Source: an optimization exercise on an open RTL-to-GDS flow (aim: small area, a short achievable clock period and few clock cycles per item). Production flows keep margins and buffers that such runs may drop.

// ldsdk_pll
module ldsdk_pll #(
    parameter integer P_TICKS   = 240000,
    parameter integer REF_POINT = 1000,
    parameter integer TC        = 10,
    parameter integer K_CLIP    = 2,
    parameter integer G_LEAD    = 3,
    parameter integer G_CLIP    = 1,
    parameter integer G_INT     = 24,
    parameter integer SCALE     = 5,
    parameter integer TRIM_BITS = 10
) (
    input  wire                 clk,
    input  wire                 rst,
    input  wire                 in_valid,
    output wire                 in_ready,
    input  wire [15:0]          in_fn,
    input  wire [31:0]          in_t,
    input  wire                 in_wait_sync,
    input  wire                 in_sf_valid,
    input  wire [15:0]          in_sf_frame,
    output reg                  done,
    output reg                  start,
    output reg  [TRIM_BITS-1:0] trim_out,
    output reg                  sat,
    output wire [31:0]          phase,
    output wire [31:0]          err,
    output reg  [15:0]          last_fn,
    output wire [31:0]          last_fts,
    output reg                  fault
);
    function [32:0] add_rc;
        input [31:0] a;
        input [31:0] b;
        input        cin;
        integer i;
        reg c;
        begin
            c = cin;
            for (i = 0; i < 32; i = i + 1) begin
                add_rc[i] = a[i] ^ b[i] ^ c;
                c = (a[i] & b[i]) | (a[i] & c) | (b[i] & c);
            end
            add_rc[32] = c;
        end
    endfunction
    function [32:0] add_pf;
        input [31:0] a;
        input [31:0] b;
        input        cin;
        integer i, l, s;
        reg [31:0] g, p, gg, pp, g2, p2;
        begin
            g = a & b;
            p = a ^ b;
            gg = g;
            pp = p;
            gg[0] = g[0] | (p[0] & cin);
            for (l = 0; l < 5; l = l + 1) begin
                g2 = gg;
                p2 = pp;
  ...
For scale: ~350 flip-flops, ~23000 um2 of cells after synthesis.
Settings: LEC_CHECK=0, ABC_AREA=1, CAP_MARGIN=20, CORE_MARGIN=2, CORE_UTILIZATION=40, CTS_CLUSTER_DIAMETER=80, CTS_CLUSTER_SIZE=18, SLEW_MARGIN=20; clock period 70.0 ns.
standard.sh (not shown) runs the stock make flow with config.mk's settings and CLKGATE_MAP_FILE= SYNTH_SCRIPT=/design/flow/synth_recipe.tcl, a recipe that flattens the netlist after the stock synthesis.
==> flow/flow/run.sh <==
#!/bin/bash
bash standard.sh "BUFFER_PORTS_ARGS=-buffer_cell sky130_fd_sc_hd__buf_1" finish > standard_flow.log 2>&1
Then changed:
--- a/flow/design.v
+++ b/flow/design.v
@@ -272,17 +272,17 @@
     wire [10:0] ph_hi = add_rc({21'd0, rs[10:0]}, {21'd0, kc}, 1'b0);
     reg        v2;
     reg [17:0] ph2;      
     reg [24:0] th2;
     reg [15:0] fn2;
     reg        g2;
     always @(posedge clk) begin
         v2  <= !rst && v1;
-        ph2 <= {ph_hi, tlp};
+        ph2 <= v1 ? {ph_hi, tlp} : 18'd0;
         th2 <= th;
         fn2 <= fn1;
         g2  <= g1;
     end
     reg [21:0] lpr;      
     reg [17:0] qr;       
     reg        ir;       
     reg        nzr;      
@@ -354,27 +354,25 @@
     wire [24:0] fts_n = add_rc({7'd0, th2}, {7'd0, ~{{14{ph2[17]}}, ph2[17:7]}}, !bw2);
     always @(posedge clk) begin
         if (rst)
             sz <= 1'b1;
         else if (v2)
             sz <= 1'b0;
     end
     always @(posedge clk) begin
-        if (v2 && !flt_z) begin
+        u_q <= un;
+        v_q <= vn;
+        r_q <= rn;
+        if (v2) begin
             lpr <= lp;
             qr  <= {lp[21], q10b[16:0]};
             ir  <= lp[21] && nz10;
             nzr <= nz10;
-            flt <= it_ovf;
-            if (!it_ovf) begin
-                u_q <= un;
-                v_q <= vn;
-                r_q <= rn;
-            end
+            flt <= flt_z || it_ovf;
         end
     end
     reg        v3;
     reg        pw3;      
     reg        ok3;      
     reg [17:0] ph3;
     reg [24:0] fts3;
     reg [15:0] fn3;
@@ -396,17 +394,17 @@
     ldsdk_divc #(.N(17), .D(5)) u_a5 (.neg(qr[17]), .x(a3q), .q(a5q), .r(a5r));
     wire [13:0] al3 = a5q[13:0];
     wire [2:0]  r53 = {a5r[4], a5r[3] | a5r[2], a5r[3] | a5r[1]};
     wire n23 = qr[17] && (!a3r[0] || nzr);
     wire n1 = u_q[25] && (r_q != 5'd0);
     wire [2:0] cl2  = ph3[17] ? 3'd0 : (ph3 != 18'd0) ? 3'd4 : 3'd2;
     wire [3:0] sg_a = add_rc({29'd0, r53}, {29'd0, v_q}, n1);
     wire [3:0] sg2  = add_rc({28'd0, sg_a}, {29'd0, cl2}, n23);
-    wire [14:0] p_lo = add_rc({18'd0, u_q[13:0]}, {18'd0, al3}, 1'b0);
+    wire [14:0] p_lo = add_pf({18'd0, u_q[13:0]}, {18'd0, al3}, 1'b0);
     wire        p_up = p_lo[14] && !al3[13];
     wire        p_dn = !p_lo[14] && al3[13];
     wire [11:0] p_hi = p_up ? u_hp1 : p_dn ? u_hm1 : u_hi;
     wire p_hneg  = p_hi[11];
     wire p_hz    = (p_hi == 12'd0);
     wire p_hm1   = (p_hi == 12'hFFF);
     wire p_lones = (p_lo[13:2] == 12'hFFF);
     wire p_lzero = (p_lo[13:2] == 12'd0);
Outcome: Design area rises slightly. First-iteration DRC count is higher slightly. Die area rises slightly. Clock skew decreases by 0.0047 ns. Global-route usage is about the same. Worst hold slack improves by 0.0074 ns. Critical path depth is higher by 7.
Function was not checked in any run of this note: the RTL went through the layout flow alone.

-- re-timing with driven ports --
How much do the figures lean on ideal ports? The routed layouts below were timed once more, with nothing changed but the port constraints.
Step 1: set_driving_cell puts a clkbuf_16 on clk and a buf_2 on each other input, an assumption about the parent block.
Step 2 also shifts input and output timing later by t, the mid clock arrival at the registers, as if the neighbouring blocks saw the same clock.
Slacks: ideal / step 1 / step 2; pairs: ideal / step 1.
run | t, ns | slack for setup (ns) | hold WS [ns] | clock arrival spread, ns
the first run | 0.646 | 54.577 / 54.519 / 54.542 | 0.319 / 0.319 / 0.319 | 0.022 / 0.022
the second run | 0.627 | 54.448 / 54.490 / 53.863 | 0.327 / 0.327 / 0.327 | 0.020 / 0.020
After both steps setup and hold are still met in every run listed. The setup slack of the second run, which loses most, moves by +0.042 ns with the drivers and by -0.585 ns with both steps.
